Context: an optimization exercise on an open-source flow, tuned for small area, a short achievable clock period and few clock cycles per item. The choices shown serve that exercise and are no tape-out recipe.
Only simulation tests tie the RTL to the original design; equivalence was not proved.

==> 04-19: inputs <==
Design cksum, start of the top module:
module cksum (
    input  wire        clk,
    input  wire        rst,
    input  wire        in_valid,
    output wire        in_ready,
    input  wire        first,
    input  wire        last,
    input  wire [3:0]  nbytes,
    input  wire [63:0] data,
    output reg         out_valid,
    output wire [31:0] crc,
    output wire [15:0] fl
);
==> flow/config.mk <==
export PLATFORM = sky130hd
export DESIGN_NAME = cksum
export DESIGN_NICKNAME = cksum
export VERILOG_FILES = /design/flow/design.v
export SDC_FILE = /design/flow/constraint.sdc
export NUM_CORES = 4
export LEC_CHECK = 0
export CAP_MARGIN = 20
export CORE_MARGIN = 2
export CORE_UTILIZATION = 40
export SLEW_MARGIN = 20
==> flow/constraint.sdc <==
create_clock -name core_clock -period 38.0 [get_ports {clk}]
set_input_delay 7.6000 -clock core_clock [delete_from_list [all_inputs] [get_ports {clk}]]
set_output_delay 7.6000 -clock core_clock [all_outputs]
set_load 0.01 [all_outputs]
standard.sh (not shown) runs the stock make flow with config.mk's settings and CLKGATE_MAP_FILE= SYNTH_SCRIPT=/design/flow/synth_recipe.tcl, a recipe that flattens the netlist after the stock synthesis.
==> flow/flow/run.sh <==
#!/bin/bash
# Layout flow: the standard flow (standard.sh) with three changes.
#  1. Synthesis maps the logic with flow/abc.script (area-oriented ABC
#     mapping) in place of ORFS's abc_speed.script: the run uses a copy of
#     ORFS's scripts folder that differs only in that file.
#  2. Yosys's synth runs with -noabc (it still skips fsm and share), so the
#     full-adder extraction sees the adders as written rather than after a
#     generic ABC pass, which leaves inverters around the adder cells.
#  3. The port buffers are buf_2 cells instead of ORFS's default delay
#     buffers.
# Registers, their names and cells are those of the standard synthesis.
set -euo pipefail
here=$(pwd)
cp -r "$FLOW_HOME/scripts" "$here/scripts"
cp "$here/flow/abc.script" "$here/scripts/abc_speed.script"
sed '1s/-noshare {\*}\$args/-noshare -noabc {*}$args/' synth_recipe.tcl > "$here/synth_noabc.tcl"
grep -q -- '-noabc' "$here/synth_noabc.tcl"
args=(SCRIPTS_DIR="$here/scripts" SYNTH_SCRIPT="$here/synth_noabc.tcl"
      BUFFER_PORTS_ARGS="-buffer_cell sky130_fd_sc_hd__buf_2")
bash standard.sh "${args[@]}" synth > synth.log 2>&1
bash standard.sh "${args[@]}" finish > layout.log 2>&1
==> flow/flow/abc.script <==
strash
&get -n
&fraig -x
&put
scorr
dc2
dretime
strash
&get -n
&dch -f
&nf -R 1000
&put
==> 10-24 (differences from 04-19) <==
--- a/flow/design.v
+++ b/flow/design.v
@@ -46,12 +46,29 @@
                 end
                 gg = g2; pp = p2;
             end
             add255 = p ^ {gg[6:0], gg[7]};
         end
     endfunction
+    function [7:0] add255z(input [7:0] x, input [7:0] y);
+        reg [7:0] g, p, gg, pp, g2, p2;
+        integer k, s;
+        begin
+            g = x & y;
+            p = x ^ y;
+            gg = g; pp = p;
+            for (s = 1; s < 8; s = s * 2) begin
+                for (k = 0; k < 8; k = k + 1) begin
+                    g2[k] = gg[k] | (pp[k] & gg[(k + 8 - s) % 8]);
+                    p2[k] = pp[k] & pp[(k + 8 - s) % 8];
+                end
+                gg = g2; pp = p2;
+            end
+            add255z = p ^ ({gg[6:0], gg[7]} | {8{&p}});
+        end
+    endfunction
     function [7:0] rotl(input [7:0] x, input integer k);
         rotl = (x << k) | (x >> (8 - k));
     endfunction
     reg [31:0] c_q;
     reg [7:0]  a_q, b_q;      
     assign crc = c_q;
@@ -252,15 +269,14 @@
     assign mw[26] = w[26] ^ w[59] ^ cx[40] ^ cx[43] ^ cx[45] ^ cx[46] ^ cx[64] ^ cx[90] ^ cx[126] ^ cx[142];
     assign mw[27] = w[33] ^ w[61] ^ cx[3] ^ cx[17] ^ cx[35] ^ cx[38] ^ cx[41] ^ cx[89] ^ cx[132] ^ cx[140];
     assign mw[28] = cx[7] ^ cx[22] ^ cx[24] ^ cx[38] ^ cx[44] ^ cx[61] ^ cx[86] ^ cx[99] ^ cx[133];
     assign mw[29] = w[33] ^ cx[27] ^ cx[51] ^ cx[76] ^ cx[83] ^ cx[92] ^ cx[116] ^ cx[123];
     assign mw[30] = w[5] ^ w[30] ^ w[54] ^ cx[78] ^ cx[83] ^ cx[84] ^ cx[97] ^ cx[104] ^ cx[113] ^ cx[131];
     assign mw[31] = w[10] ^ w[16] ^ w[53] ^ cx[12] ^ cx[36] ^ cx[54] ^ cx[68] ^ cx[78] ^ cx[81] ^ cx[115] ^ cx[127];
-    wire [7:0] s1x, s1y, spx, spy;
+    wire [7:0] s1x, s1y;
     wire [7:0] a_n = add255(s1x, s1y);
-    wire [7:0] q_n = ~add255(spx, spy);
     wire [7:0] a_in = f_r ? 8'hFF : a_q;
     wire [7:0] b_in = f_r ? 8'hFF : b_q;
     wire [7:0] dm0 = d_r[ 7: 0];
     wire [7:0] dm1 = d_r[15: 8];
     wire [7:0] dm2 = d_r[23:16];
     wire [7:0] dm3 = d_r[31:24];
@@ -281,41 +297,41 @@
     wire [7:0] f1_s5 = f1_s3 ^ {f1_c3[6:0], f1_c3[7]} ^ f1_s4;
     wire [7:0] f1_c5 = (f1_s3 & {f1_c3[6:0], f1_c3[7]}) | (f1_s3 & f1_s4) | ({f1_c3[6:0], f1_c3[7]} & f1_s4);
     wire [7:0] f1_s6 = {f1_c4[6:0], f1_c4[7]} ^ f1_s5 ^ {f1_c5[6:0], f1_c5[7]};
     wire [7:0] f1_c6 = ({f1_c4[6:0], f1_c4[7]} & f1_s5) | ({f1_c4[6:0], f1_c4[7]} & {f1_c5[6:0], f1_c5[7]}) | (f1_s5 & {f1_c5[6:0], f1_c5[7]});
     assign s1x = f1_s6;
     assign s1y = {f1_c6[6:0], f1_c6[7]};
-    wire [7:0] fp_s0 = rotl(dm1, 0) ^ rotl(dm2, 1) ^ rotl(dm3, 0);
-    wire [7:0] fp_c0 = (rotl(dm1, 0) & rotl(dm2, 1)) | (rotl(dm1, 0) & rotl(dm3, 0)) | (rotl(dm2, 1) & rotl(dm3, 0));
-    wire [7:0] fp_s1 = rotl(dm3, 1) ^ rotl(dm4, 2) ^ rotl(dm5, 0);
-    wire [7:0] fp_c1 = (rotl(dm3, 1) & rotl(dm4, 2)) | (rotl(dm3, 1) & rotl(dm5, 0)) | (rotl(dm4, 2) & rotl(dm5, 0));
-    wire [7:0] fp_s2 = rotl(dm5, 2) ^ rotl(dm6, 1) ^ rotl(dm6, 2);
-    wire [7:0] fp_c2 = (rotl(dm5, 2) & rotl(dm6, 1)) | (rotl(dm5, 2) & rotl(dm6, 2)) | (rotl(dm6, 1) & rotl(dm6, 2));
-    wire [7:0] fp_s3 = rotl(dm7, 3) ^ fp_s0 ^ {fp_c0[6:0], fp_c0[7]};
-    wire [7:0] fp_c3 = (rotl(dm7, 3) & fp_s0) | (rotl(dm7, 3) & {fp_c0[6:0], fp_c0[7]}) | (fp_s0 & {fp_c0[6:0], fp_c0[7]});
-    wire [7:0] fp_s4 = fp_s1 ^ {fp_c1[6:0], fp_c1[7]} ^ fp_s2;
-    wire [7:0] fp_c4 = (fp_s1 & {fp_c1[6:0], fp_c1[7]}) | (fp_s1 & fp_s2) | ({fp_c1[6:0], fp_c1[7]} & fp_s2);
-    wire [7:0] fp_s5 = {fp_c2[6:0], fp_c2[7]} ^ fp_s3 ^ {fp_c3[6:0], fp_c3[7]};
-    wire [7:0] fp_c5 = ({fp_c2[6:0], fp_c2[7]} & fp_s3) | ({fp_c2[6:0], fp_c2[7]} & {fp_c3[6:0], fp_c3[7]}) | (fp_s3 & {fp_c3[6:0], fp_c3[7]});
-    wire [7:0] fp_s6 = fp_s4 ^ {fp_c4[6:0], fp_c4[7]} ^ fp_s5;
-    wire [7:0] fp_c6 = (fp_s4 & {fp_c4[6:0], fp_c4[7]}) | (fp_s4 & fp_s5) | ({fp_c4[6:0], fp_c4[7]} & fp_s5);
-    wire [7:0] fp_s7 = {fp_c5[6:0], fp_c5[7]} ^ fp_s6 ^ {fp_c6[6:0], fp_c6[7]};
-    wire [7:0] fp_c7 = ({fp_c5[6:0], fp_c5[7]} & fp_s6) | ({fp_c5[6:0], fp_c5[7]} & {fp_c6[6:0], fp_c6[7]}) | (fp_s6 & {fp_c6[6:0], fp_c6[7]});
-    assign spx = fp_s7;
-    assign spy = {fp_c7[6:0], fp_c7[7]};
-    wire [7:0] f2_s0 = b_in ^ dm7 ^ (n_r[3] ? rotl(a_n, 3) : (n_r[0] ? a_n : 8'd0));
-    wire [7:0] f2_c0 = (b_in & dm7) | (b_in & (n_r[3] ? rotl(a_n, 3) : (n_r[0] ? a_n : 8'd0))) | (dm7 & (n_r[3] ? rotl(a_n, 3) : (n_r[0] ? a_n : 8'd0)));
-    wire [7:0] f2_s1 = (n_r[1] ? rotl(a_n, 1) : 8'd0) ^ (n_r[2] ? rotl(a_n, 2) : 8'd0) ^ q_n;
-    wire [7:0] f2_c1 = ((n_r[1] ? rotl(a_n, 1) : 8'd0) & (n_r[2] ? rotl(a_n, 2) : 8'd0)) | ((n_r[1] ? rotl(a_n, 1) : 8'd0) & q_n) | ((n_r[2] ? rotl(a_n, 2) : 8'd0) & q_n);
-    wire [7:0] f2_s2 = f2_s0 ^ {f2_c0[6:0], f2_c0[7]} ^ f2_s1;
-    wire [7:0] f2_c2 = (f2_s0 & {f2_c0[6:0], f2_c0[7]}) | (f2_s0 & f2_s1) | ({f2_c0[6:0], f2_c0[7]} & f2_s1);
-    wire [7:0] f2_s3 = {f2_c1[6:0], f2_c1[7]} ^ f2_s2 ^ {f2_c2[6:0], f2_c2[7]};
-    wire [7:0] f2_c3 = ({f2_c1[6:0], f2_c1[7]} & f2_s2) | ({f2_c1[6:0], f2_c1[7]} & {f2_c2[6:0], f2_c2[7]}) | (f2_s2 & {f2_c2[6:0], f2_c2[7]});
-    wire [7:0] s2x = f2_s3;
-    wire [7:0] s2y = {f2_c3[6:0], f2_c3[7]};
-    wire [7:0] b_n = add255(s2x, s2y);
+    wire [7:0] f2_s0 = ~b_in ^ rotl(dm1, 0) ^ rotl(dm2, 1);
+    wire [7:0] f2_c0 = (~b_in & rotl(dm1, 0)) | (~b_in & rotl(dm2, 1)) | (rotl(dm1, 0) & rotl(dm2, 1));
+    wire [7:0] f2_s1 = rotl(dm3, 0) ^ rotl(dm3, 1) ^ rotl(dm4, 2);
+    wire [7:0] f2_c1 = (rotl(dm3, 0) & rotl(dm3, 1)) | (rotl(dm3, 0) & rotl(dm4, 2)) | (rotl(dm3, 1) & rotl(dm4, 2));
+    wire [7:0] f2_s2 = rotl(dm5, 0) ^ rotl(dm5, 2) ^ rotl(dm6, 1);
+    wire [7:0] f2_c2 = (rotl(dm5, 0) & rotl(dm5, 2)) | (rotl(dm5, 0) & rotl(dm6, 1)) | (rotl(dm5, 2) & rotl(dm6, 1));
+    wire [7:0] f2_s3 = rotl(dm6, 2) ^ rotl(dm7, 3) ^ ~dm7;
+    wire [7:0] f2_c3 = (rotl(dm6, 2) & rotl(dm7, 3)) | (rotl(dm6, 2) & ~dm7) | (rotl(dm7, 3) & ~dm7);
+    wire [7:0] f2_s4 = f2_s0 ^ {f2_c0[6:0], f2_c0[7]} ^ f2_s1;
+    wire [7:0] f2_c4 = (f2_s0 & {f2_c0[6:0], f2_c0[7]}) | (f2_s0 & f2_s1) | ({f2_c0[6:0], f2_c0[7]} & f2_s1);
+    wire [7:0] f2_s5 = {f2_c1[6:0], f2_c1[7]} ^ f2_s2 ^ {f2_c2[6:0], f2_c2[7]};
+    wire [7:0] f2_c5 = ({f2_c1[6:0], f2_c1[7]} & f2_s2) | ({f2_c1[6:0], f2_c1[7]} & {f2_c2[6:0], f2_c2[7]}) | (f2_s2 & {f2_c2[6:0], f2_c2[7]});
+    wire [7:0] f2_s6 = f2_s3 ^ {f2_c3[6:0], f2_c3[7]} ^ f2_s4;
+    wire [7:0] f2_c6 = (f2_s3 & {f2_c3[6:0], f2_c3[7]}) | (f2_s3 & f2_s4) | ({f2_c3[6:0], f2_c3[7]} & f2_s4);
+    wire [7:0] f2_s7 = {f2_c4[6:0], f2_c4[7]} ^ f2_s5 ^ {f2_c5[6:0], f2_c5[7]};
+    wire [7:0] f2_c7 = ({f2_c4[6:0], f2_c4[7]} & f2_s5) | ({f2_c4[6:0], f2_c4[7]} & {f2_c5[6:0], f2_c5[7]}) | (f2_s5 & {f2_c5[6:0], f2_c5[7]});
+    wire [7:0] f2_s8 = f2_s6 ^ {f2_c6[6:0], f2_c6[7]} ^ f2_s7;
+    wire [7:0] f2_c8 = (f2_s6 & {f2_c6[6:0], f2_c6[7]}) | (f2_s6 & f2_s7) | ({f2_c6[6:0], f2_c6[7]} & f2_s7);
+    wire [7:0] f2_s9 = {f2_c7[6:0], f2_c7[7]} ^ f2_s8 ^ {f2_c8[6:0], f2_c8[7]};
+    wire [7:0] f2_c9 = ({f2_c7[6:0], f2_c7[7]} & f2_s8) | ({f2_c7[6:0], f2_c7[7]} & {f2_c8[6:0], f2_c8[7]}) | (f2_s8 & {f2_c8[6:0], f2_c8[7]});
+    wire [7:0] f2_s10 = f2_s9 ^ {f2_c9[6:0], f2_c9[7]} ^ ~(n_r[3] ? rotl(a_n, 3) : (n_r[0] ? a_n : 8'd0));
+    wire [7:0] f2_c10 = (f2_s9 & {f2_c9[6:0], f2_c9[7]}) | (f2_s9 & ~(n_r[3] ? rotl(a_n, 3) : (n_r[0] ? a_n : 8'd0))) | ({f2_c9[6:0], f2_c9[7]} & ~(n_r[3] ? rotl(a_n, 3) : (n_r[0] ? a_n : 8'd0)));
+    wire [7:0] f2_s11 = ~(n_r[1] ? rotl(a_n, 1) : 8'd0) ^ ~(n_r[2] ? rotl(a_n, 2) : 8'd0) ^ f2_s10;
+    wire [7:0] f2_c11 = (~(n_r[1] ? rotl(a_n, 1) : 8'd0) & ~(n_r[2] ? rotl(a_n, 2) : 8'd0)) | (~(n_r[1] ? rotl(a_n, 1) : 8'd0) & f2_s10) | (~(n_r[2] ? rotl(a_n, 2) : 8'd0) & f2_s10);
+    wire [7:0] f2_s12 = {f2_c10[6:0], f2_c10[7]} ^ f2_s11 ^ {f2_c11[6:0], f2_c11[7]};
+    wire [7:0] f2_c12 = ({f2_c10[6:0], f2_c10[7]} & f2_s11) | ({f2_c10[6:0], f2_c10[7]} & {f2_c11[6:0], f2_c11[7]}) | (f2_s11 & {f2_c11[6:0], f2_c11[7]});
+    wire [7:0] s2x = f2_s12;
+    wire [7:0] s2y = {f2_c12[6:0], f2_c12[7]};
+    wire [7:0] b_n = ~add255z(s2x, s2y);
     always @(posedge clk) begin
         if (rst)
             out_valid <= 1'b0;
         else
             out_valid <= l_r;
         c_q <= c_n;
==> run notes <==
Against 10-24, the critical path depth of 04-19 is higher by 2.
Against 04-19, the clock skew of 10-24 is lower by 0.0021 ns.
Against 04-19, the register-to-register slack of 10-24 is lower by 0.29 ns.
Of 10-24 and 04-19, 10-24 has the higher die area (gap 1.4%, measured against 04-19).
Between 04-19 and 10-24, the lower worst hold slack is in 04-19 (gap 0.0081 ns).
Of 10-24 and 04-19, 04-19 has the higher clock-buffer cell count (gap 2).
Against 10-24, the synthesized cell count of 04-19 is smaller by 3.1%.
==> figures <==
	04-19	10-24
Outcome	no timing/DRC/antenna violations	no timing/DRC/antenna violations
Amount of wire on met3 after detailed routing	5140 um	5140 um
Layout-to-synthesis area ratio	1.148x	1.150x
Placement-stage cell area	15400 um^2	15700 um^2
GRT met2 Usage	49.0%	50.2%
Post-synthesis sequential area ratio	17.6%	17.4%
Post-Place Cells	2065	2121
Post-layout utilization of the core	46.5%	46.9%
Yosys cell types	33	37
Worst clock skew	0.0188 ns	0.0168 ns
Vias in the first global route	12300	11900
Depth of the worst register-to-register path	21	22
Overall die width	191 um	192 um
Share of final-layout standard cells stronger than drive strength 1	11.6%	12.1%
Testbench counts of 04-19, summed over its fixed seeds: cycles 52,989, bytes 403,081.
Testbench counts of 10-24, summed over its fixed seeds: cycles 52,989, bytes 403,081.

-- afterwards: timing with drivers on the ports --
In the flow no input, the clock included, has a driving cell. The finished layouts below were timed again as built, in two steps.
Step 1 (the two cells are an assumption about what drives the block):
set clk [get_ports {clk}]
set_driving_cell -lib_cell sky130_fd_sc_hd__clkbuf_16 $clk
set_driving_cell -lib_cell sky130_fd_sc_hd__buf_2 [delete_from_list [all_inputs] $clk]
Step 2 moves the port delays by t, midway between the first and last clock arrival at a register: inputs arrive t later, outputs are due t later. That takes back most of the time a late clock gives input paths.
Slacks: no drivers / after step 1 / after step 2; pairs: no drivers / after step 1.
run | t, ns | setup slack, ns | hold slack, ns | worst slew at a driven data input, ns
04-19 | 0.502 | 27.677 / 27.707 / 27.204 | 0.450 / 0.450 / 0.450 | 0.05
10-24 | 0.502 | 29.063 / 29.098 / 28.596 | 0.458 / 0.458 / 0.458 | 0.04
After both steps setup and hold are still met in every run listed. The setup slack of 04-19, which loses most, moves by +0.030 ns with the drivers and by -0.473 ns with both steps.
